This design comes from an exercise in tuning for small area, a short achievable clock period and few clock cycles per item on the open sky130 flow, not from production work. Function was checked by simulation only, so behaviour that the tests miss may differ from the original.

==> flow/design.v <==
module fp_mul (
    input  wire [31:0] a,
    input  wire [31:0] b,
    output reg  [31:0] y
);
    wire        sa = a[31], sb = b[31];
    wire [7:0]  ea = a[30:23], eb = b[30:23];
    wire [22:0] fa = a[22:0],  fb = b[22:0];
    wire        s  = sa ^ sb;
    wire a_ez = (ea == 8'd0), b_ez = (eb == 8'd0);
    wire a_em = (ea == 8'hFF), b_em = (eb == 8'hFF);
    wire a_fz = (fa == 23'd0), b_fz = (fb == 23'd0);
    wire a_zero = a_ez & a_fz, b_zero = b_ez & b_fz;
    wire a_inf  = a_em & a_fz, b_inf  = b_em & b_fz;
    wire a_nan  = a_em & ~a_fz, b_nan = b_em & ~b_fz;
    wire [23:0] ma = {~a_ez, fa};
    wire [23:0] mb = {~b_ez, fb};
    wire [47:0] p  = ma * mb;
    function [4:0] lzc23(input [22:0] f);
        integer i;
        begin
            lzc23 = 5'd23;
            for (i = 0; i < 23; i = i + 1)
                if (f[i]) lzc23 = 5'd22 - i[4:0];
        end
    endfunction
    function [4:0] tzc23(input [22:0] f);
        integer i;
        begin
            tzc23 = 5'd23;
            for (i = 22; i >= 0; i = i - 1)
                if (f[i]) tzc23 = i[4:0];
        end
    endfunction
    wire [4:0] la = a_ez ? lzc23(fa) + 5'd1 : 5'd0;
    wire [4:0] lb = b_ez ? lzc23(fb) + 5'd1 : 5'd0;
    wire [5:0] lab = {1'b0, la} + {1'b0, lb};
    wire [8:0] uab = {1'b0, ea | {7'd0, a_ez}} + {1'b0, eb | {7'd0, b_ez}};
    wire signed [10:0] e0   = $signed({2'd0, uab}) - $signed({5'd0, lab}) - 11'sd127;
    wire signed [10:0] e0p1 = $signed({2'd0, uab}) - $signed({5'd0, lab}) - 11'sd126;
    wire        norm = ({1'b0, uab} >= {4'd0, lab} + 10'd128);
    wire [5:0]  sh_n = 6'd23 - lab;
    wire [8:0]  sh_s9 = 9'd151 - uab;
    wire [5:0]  sh_s = (uab < 9'd88) ? 6'd63 : sh_s9[5:0];
    wire [5:0]  sh   = norm ? sh_n : sh_s;
    wire [49:0] q = {p, 2'b00} >> sh;
    wire        c = q[26];
    wire [5:0]  tzp = {1'b0, tzc23(fa)} + {1'b0, tzc23(fb)} + 6'd2;
    wire        st_n = ({1'b0, tzp} <= {1'b0, sh});
    wire        st_c = ({1'b0, tzp} <= {1'b0, sh} + 7'd1);
    wire [23:0] mant   = c ? q[26:3] : q[25:2];
    wire        guard  = c ? q[2] : q[1];
    wire        sticky = c ? st_c : st_n;
    wire        rnd    = guard & (sticky | mant[0]);
    wire [7:0]  ef     = norm ? (c ? e0p1[7:0] : e0[7:0]) : {7'd0, mant[23]};
    wire [30:0] mag    = {ef, mant[22:0]} + {30'd0, rnd};
    wire        ovf    = norm & (c ? (e0p1 >= 11'sd255) : (e0 >= 11'sd255));
    always @(*) begin
        if (a_nan || b_nan || (a_inf && b_zero) || (b_inf && a_zero))
            y = 32'h7FC00000;
        else if (a_inf || b_inf || ovf)
            y = {s, 8'hFF, 23'd0};
        else if (a_zero || b_zero)
            y = {s, 31'd0};
        else
            y = {s, mag};
    end
endmodule
module fp_add (
    input  wire [31:0] a,
    input  wire [31:0] b,
    input  wire        sub,
    output reg  [31:0] y
);
    wire        sa = a[31];
    wire        sb = b[31] ^ sub;
    wire [7:0]  ea = a[30:23], eb = b[30:23];
    wire [22:0] fa = a[22:0],  fb = b[22:0];
    wire a_ez = (ea == 8'd0), b_ez = (eb == 8'd0);
    wire a_em = (ea == 8'hFF), b_em = (eb == 8'hFF);
    wire a_fz = (fa == 23'd0), b_fz = (fb == 23'd0);
    wire a_inf = a_em & a_fz, b_inf = b_em & b_fz;
    wire a_nan = a_em & ~a_fz, b_nan = b_em & ~b_fz;
    function [4:0] tzc24(input [23:0] m);
        integer i;
        begin
            tzc24 = 5'd24;
            for (i = 23; i >= 0; i = i - 1)
                if (m[i]) tzc24 = i[4:0];
        end
    endfunction
    wire [23:0] ma = {~a_ez, fa};
    wire [23:0] mb = {~b_ez, fb};
    wire [7:0]  ua = ea | {7'd0, a_ez};
    wire [7:0]  ub = eb | {7'd0, b_ez};
    wire [4:0]  tza = tzc24(ma);
    wire [4:0]  tzb = tzc24(mb);
    wire        swap = {eb, fb} > {ea, fa};
    wire [8:0]  dab = {1'b0, ua} - {1'b0, ub};
    wire [8:0]  dba = {1'b0, ub} - {1'b0, ua};
    wire [7:0]  d   = swap ? dba[7:0] : dab[7:0];
    wire        sx  = swap ? sb : sa;
    wire [7:0]  ex  = swap ? ub : ua;
    wire [23:0] mx  = swap ? mb : ma;
    wire [23:0] my  = swap ? ma : mb;
    wire [4:0]  tzy = swap ? tza : tzb;
    wire        eff_sub = sa ^ sb;
    wire        st_al = ({3'd0, tzy} + 8'd3 < d) & (tzy != 5'd24);
    wire [26:0] my_sh = (d >= 8'd27) ? 27'd0 : ({my, 3'b000} >> d[4:0]);
    wire [26:0] my_al = {my_sh[26:1], my_sh[0] | st_al};
    wire [27:0] sum = eff_sub ? ({1'b0, mx, 3'b000} - {1'b0, my_al})
                              : ({1'b0, mx, 3'b000} + {1'b0, my_al});
    wire [7:0]  exm1 = ex - 8'd1;
    wire [26:0] mark = (exm1 > 8'd26) ? 27'd0 : (27'h4000000 >> exm1[4:0]);
    reg  [31:0] v;
    reg  [4:0]  sh;
    always @(*) begin
        v  = {sum[26:0] | mark, 5'd0};
        sh = 5'd0;
        if (v[31:16] == 16'd0) begin v = v << 16; sh[4] = 1'b1; end
        if (v[31:24] == 8'd0)  begin v = v << 8;  sh[3] = 1'b1; end
        if (v[31:28] == 4'd0)  begin v = v << 4;  sh[2] = 1'b1; end
        if (v[31:30] == 2'd0)  begin v = v << 2;  sh[1] = 1'b1; end
        if (v[31] == 1'b0)     begin v = v << 1;  sh[0] = 1'b1; end
    end
    wire [26:0] nl = sum[26:0] << sh;
    reg [26:0] nm;
    reg [8:0]  ne;
    reg        guard, rest, lsb, rnd;
    reg [30:0] mag;
    always @(*) begin
        if (sum[27]) begin
            nm = {sum[27:2], sum[1] | sum[0]};
            ne = {1'b0, ex} + 9'd1;
        end else begin
            nm = nl;
            ne = {1'b0, ex} - {4'd0, sh};
        end
        guard = nm[2];
        rest  = nm[1] | nm[0];
        lsb   = nm[3];
        rnd   = guard & (rest | lsb);
        mag   = {(nm[26] ? ne[7:0] : 8'd0), nm[25:3]} + {30'd0, rnd};
        if (a_nan || b_nan || (a_inf && b_inf && (sa != sb)))
            y = 32'h7FC00000;
        else if (a_inf)
            y = {sa, 8'hFF, 23'd0};
        else if (b_inf)
            y = {sb, 8'hFF, 23'd0};
        else if (sum == 28'd0)
            y = {sa & sb, 31'd0};
        else if (ne >= 9'd255)
            y = {sx, 8'hFF, 23'd0};
        else
            y = {sx, mag};
    end
endmodule
module voice_filter (
    input  wire        clk,
    input  wire        rst,        
    input  wire        start,
    input  wire [31:0] x,
    input  wire        topo,       
    input  wire [1:0]  ftype,      
    input  wire [31:0] a0,
    input  wire [31:0] a1,
    input  wire [31:0] a2,
    input  wire [31:0] b1,
    input  wire [31:0] b2,
    input  wire [31:0] f1,
    input  wire [31:0] q,
    output reg         done,
    output reg  [31:0] y
);
    reg [31:0] x1, x2, y1, y2;     
    reg [31:0] low, band;          
    reg [31:0] acc, p;
    reg [6:1]  c;
    reg        svf;                
    reg [1:0]  ft;                 
    wire go = start;                
    wire bq_s = go & ~topo;
    wire bq1 = c[1] & ~svf, bq2 = c[2] & ~svf, bq3 = c[3] & ~svf,
         bq4 = c[4] & ~svf, bq5 = c[5] & ~svf;
    wire sv1 = c[1] & svf, sv2 = c[2] & svf, sv3 = c[3] & svf,
         sv4 = c[4] & svf, sv5 = c[5] & svf, sv6 = c[6] & svf;
    reg  [31:0] mul_a, mul_b, add_a, add_b;
    reg         add_sub;
    wire [31:0] mul_y, add_y;
    fp_mul u_mul (.a(mul_a), .b(mul_b), .y(mul_y));
    fp_add u_add (.a(add_a), .b(add_b), .sub(add_sub), .y(add_y));
    always @(*) begin
        mul_a = ({32{bq_s}} & a0) | ({32{bq1}} & a1) | ({32{bq2}} & a2)
              | ({32{bq3}} & b1) | ({32{bq4}} & b2)
              | ({32{sv1 | sv5}} & f1) | ({32{sv2}} & q);
        mul_b = ({32{bq_s}} & x) | ({32{bq1}} & x1) | ({32{bq2}} & x2)
              | ({32{bq3}} & y1) | ({32{bq4}} & y2)
              | ({32{sv1 | sv2}} & band) | ({32{sv5}} & acc);
        add_a = ({32{bq1}} & 32'h80000000) | ({32{bq2 | bq3 | bq4 | bq5 | sv4}} & acc)
              | ({32{sv2}} & low) | ({32{sv3}} & x) | ({32{sv6}} & band);
        add_b = ({32{sv3}} & low) | ({32{~sv3}} & p);
        add_sub = bq4 | bq5 | sv3 | sv4;
    end
    always @(*) begin
        if (svf)
            case (ft)
                2'd0:    y = low;
                2'd1:    y = add_y;
                default: y = acc;
            endcase
        else
            y = add_y;
    end
    always @(posedge clk) begin
        if (rst) begin
            x1   <= 32'd0;
            x2   <= 32'd0;
            y1   <= 32'd0;
            y2   <= 32'd0;
            low  <= 32'd0;
            band <= 32'd0;
            c    <= 6'd0;
            done <= 1'b0;
        end else begin
            done <= bq4 | sv5;
            c    <= {c[5] & svf, c[4:1], go};
            if (go) begin
                svf <= topo;
                ft  <= ftype;
            end
            if (bq_s | bq1 | bq2 | bq3 | bq4 | sv1 | sv2 | sv5)
                p <= mul_y;
            if (bq1 | bq2 | bq3 | bq4 | sv3 | sv4)
                acc <= add_y;
            if (bq2) begin
                x2 <= x1;
                x1 <= x;
            end
            if (bq5) begin
                y2 <= y1;
                y1 <= add_y;
            end
            if (sv2) low  <= add_y;
            if (sv6) band <= add_y;
        end
    end
endmodule
==> flow/run.sh <==
#!/bin/bash
# synth_recipe.tcl (not shown) runs the flow's synth.tcl, then flattens the netlist and writes it again
# the make line also repeats each setting of config.mk as NAME=value (left out here)
make -C /OpenROAD-flow-scripts/flow DESIGN_CONFIG=/design/flow/config.mk WORK_HOME=/design/flow/orfs CLKGATE_MAP_FILE= SYNTH_SCRIPT=/design/flow/synth_recipe.tcl finish
==> flow/config.mk <==
export PLATFORM = sky130hd
export DESIGN_NAME = voice_filter
export DESIGN_NICKNAME = voice_filter
export VERILOG_FILES = /design/flow/design.v
export SDC_FILE = /design/flow/constraint.sdc
export NUM_CORES = 4
export LEC_CHECK = 0
export CAP_MARGIN = 20
export CORE_MARGIN = 2
export CORE_UTILIZATION = 40
export SLEW_MARGIN = 20
==> flow/constraint.sdc <==
create_clock -name core_clock -period 22.0 [get_ports {clk}]
set_input_delay 4.4000 -clock core_clock [delete_from_list [all_inputs] [get_ports {clk}]]
set_output_delay 4.4000 -clock core_clock [all_outputs]
set_load 0.01 [all_outputs]
==> reports/metrics.yaml <==
status: "timing/DRC/antenna clean"
setup_tns_ns: 0
synth-edff-count: 67
dp_cells: 9102
critPathLaunch: "x[20]"
cts_tree: "yes"
ioPinCount: 295
fmax_mhz: 46.1
tightest_slew_ns: 1.18
setup.worst_path.end_class: "output pin"
clk_latency_ns: 0.60
slew_headroom_pct: 21.6
min_path_type: "register to register"
cts_buffer_depth: 3
port_buffers: 294
drtPass1Iterations: 10
rr_worst_depth: 40
slowest_delay_ns: 0.60
gr-usage-met1_pct: 49.4
track_usage_pct: 35.7
die_area_sq_um: 133000
hpwlAfterDp_microns: 194000
clockRootBuffer: "clkbuf_16"
worst-path-buf-inv: 8
maxCapViolCount: 0
die_h_microns: 364
worstPathArrival_ns: 17.27
finalHoldViolations: 0
drv_slew: 0
cts_sinks: 266
crit_cells: 50
critPathKind: "input pin to output pin"
numCtsBuffers: 31
gr-max-usage-layer: "met2"
finalWirelength_microns: 245000
reg2reg_slack_ns: 6.57
avgSynthCellArea_sq_um: 7.44
yosysUniqueCellTypes: 129
grt-ovfl-total: 0
num_rows: 132
nNetsFinal: 8494
grt_util_met2_pct: 53.9
critical_path.endpoint: "y[27]"
cts_max_level: 1
final_area_sq_um: 61100
drt_iter0_markers: 7792
rr_startpoint: "svf$_DFFE_PP_"
vias: 57100
antenna_cells: 0
synth-async-reset-ratio_pct: 0
crit_family: "compound AO/OA/AOI/OAI gates"
slowest_stage: "a222oi_1"
synth_seq_cells: 266
worst_r2r_endpoint: "p[7]$_SDFFCE_PP0P_"
fin_ws_ns: 0.328
area_delta_synth_final_pct: 17.6
gp_congestion: 1.07
coreArea_sq_um: 129000
crit_fanout: 27
grt_start_max_net_pins: 82
syn-instance-count: 6979
ant_nets: 0
drc: 0
required_ns: 17.60
antenna_found_initial: 9
via_per_inst: 6.22
clk_pin_slew_ns: 0.06
start_util_pct: 40.2
instances_no_fill: 9172
wl_per_cell_microns: 26.7
pre_cts_slack_ns: -0.205
fin_crit_ns: 21.67
ys_warn_count: 3
period_share_pct: 98.5
grt_pass1_vias: 54200
synth_area_sq_um: 51900
grt.met3_usage_pct: 7.43
fin_util_pct: 47.3
start_kind: "input pin"
die_w_microns: 364
grt_pass1_wl_microns: 357000
drive_gt1_share_pct: 12.0
setup_viol: 0
skew_ns: 0.0175
seq_area_frac_synth_pct: 11.5
detailed_place.area_sq_um: 59700
dominantRegCellSynth: "dfxtp_1"
synth_nets: 8068
sequential cells by signal, indices dropped and copies added (netlist names), 6 cells and up:
name  cells
x2       32
y2       32
acc      32
y1       32
low      32
p        32
c         6
band     32
x1       32
layer usage:
metal | vias up | routed length (microns)
met5 | - | 54
met4 | 8 | 12500
met3 | 612 | 26400
met1 | 27900 | 102000
met2 | 3286 | 105000
li1 | 25300 | -
cells in the mapped netlist, types with 98 or more instances:
library cell  count  area (sq um)
mux2i_1         113          1130
clkbuf_1        351          1320
nor3_1          113           566
nand2_1         915          3430
inv_1           703          2640
o21ai_0         231          1160
nand3_1         152           761
fa_1            490          9810
a22oi_1         168          1260
a21oi_1         557          2790
nor2_1          816          3060
xnor2_1          98           858
dfxtp_1         199          3980
ha_1            337          4220
cell families after synthesis:
family	Yosys count	synth area share (%)
buf+inv	1189	8.87
simple gates	2530	22.0
compound gates	1881	24.7
flops	266	11.5
other cells	1	0.00722
fa+ha+maj	827	27.0
xor+xnor	131	2.21
mux	154	3.64
cell type report:
cell class | instances | area, sq um
Multi-Input combinational cell | 5524 | 41900
Fill cell | 13200 | 68100
Tap cell | 1742 | 2180
Sequential cell | 266 | 6000
Clock inverter | 10 | 77.6
Timing Repair Buffer | 860 | 7300
Clock buffer | 48 | 893
Inverter | 722 | 2710
tightest hold or removal path: stages (launching register included):
cell,delay (ns)
dfxtp_1,0.31
nand2_1,0.05
a21oi_1,0.05
how the worst min path moves through the flow:
stage,startpoint,end,cells past startpoint
global placement,x2[30]$_SDFFE_PP0P_,x2[30]$_SDFFE_PP0P_,2
CTS,y2[31]$_SDFFE_PP0P_,y2[31]$_SDFFE_PP0P_,2
finish,y2[20]$_SDFFE_PP0P_,y2[20]$_SDFFE_PP0P_,2
global route,x2[13]$_SDFFE_PP0P_,x2[13]$_SDFFE_PP0P_,2
detailed placement,y2[31]$_SDFFE_PP0P_,y2[31]$_SDFFE_PP0P_,2
floorplan,x2[18]$_SDFFE_PP0P_,x2[18]$_SDFFE_PP0P_,2
stage by stage:
step | hold slack (ns)
2_1_floorplan | 0.436
3_3_place_gp | 0.442
3_5_place_dp | 0.446
4_1_cts | 0.454
5_1_grt | 0.466
6_report | 0.454
what timing repair did:
item | CTS | global route
pin swaps | 3 | 29
buffers inserted | 2 | 10
setup endpoints to repair | 29 | 31
endpoints found under the hold margin | 0 | 0
hold buffers | 0 | 0
resized for setup | 8 | 69
layout by cell type (no fill, tap or decap), types with 22 or more instances in the layout:
cell type	instances
nand2_1	910
nor2_1	810
inv_1	701
buf_4	556
a21oi_1	545
fa_1	490
ha_1	336
clkdlybuf4s50_1	291
o21ai_0	223
dfxtp_1	198
a22oi_1	164
nand3_1	152
mux2i_1	112
nor3_1	107
xnor2_1	96
and3_1	84
a211oi_1	82
a31oi_1	77
a222oi_1	76
edfxtp_1	67
nand4_1	65
a21o_1	65
nand2b_1	64
o22ai_1	53
or3_1	52
o211ai_1	49
nor4_1	49
and2_1	40
o21a_1	40
or2_2	40
nor2b_1	38
o31ai_1	36
xor2_1	33
o21bai_1	31
clkbuf_16	31
o21ai_1	30
a211o_1	28
mux4_2	25
a22o_1	22
Testbench counts, summed over its fixed seeds: cycles 22,527, items 4,096.

-- static timing again, ports no longer ideal --
In the flow no input, the clock included, has a driving cell. The finished layout below was timed again as built, in two steps.
Step 1 sets driving cells, clkbuf_16 on the clock port and buf_2 on the other inputs (assumed; they add their load-dependent delay and slew).
Step 2, shift: input delay + t, output delay - t, t = (earliest + latest rising clock arrival at the registers) / 2. This alone moves slack from input paths to output paths.
Slacks: ideal / step 1 / step 2; pairs: ideal / step 1.
t, ns: 0.659
setup slack, ns: 0.328 / 0.287 / 0.287
worst hold slack (ns): 0.454 / 0.454 / 0.454
worst register clock-pin slew, ns: 0.06 / 0.06
pins driven straight from the clock port: 1
After both steps setup and hold are still met in this run. The setup slack of this run moves by -0.041 ns with the drivers and by -0.041 ns with both steps.
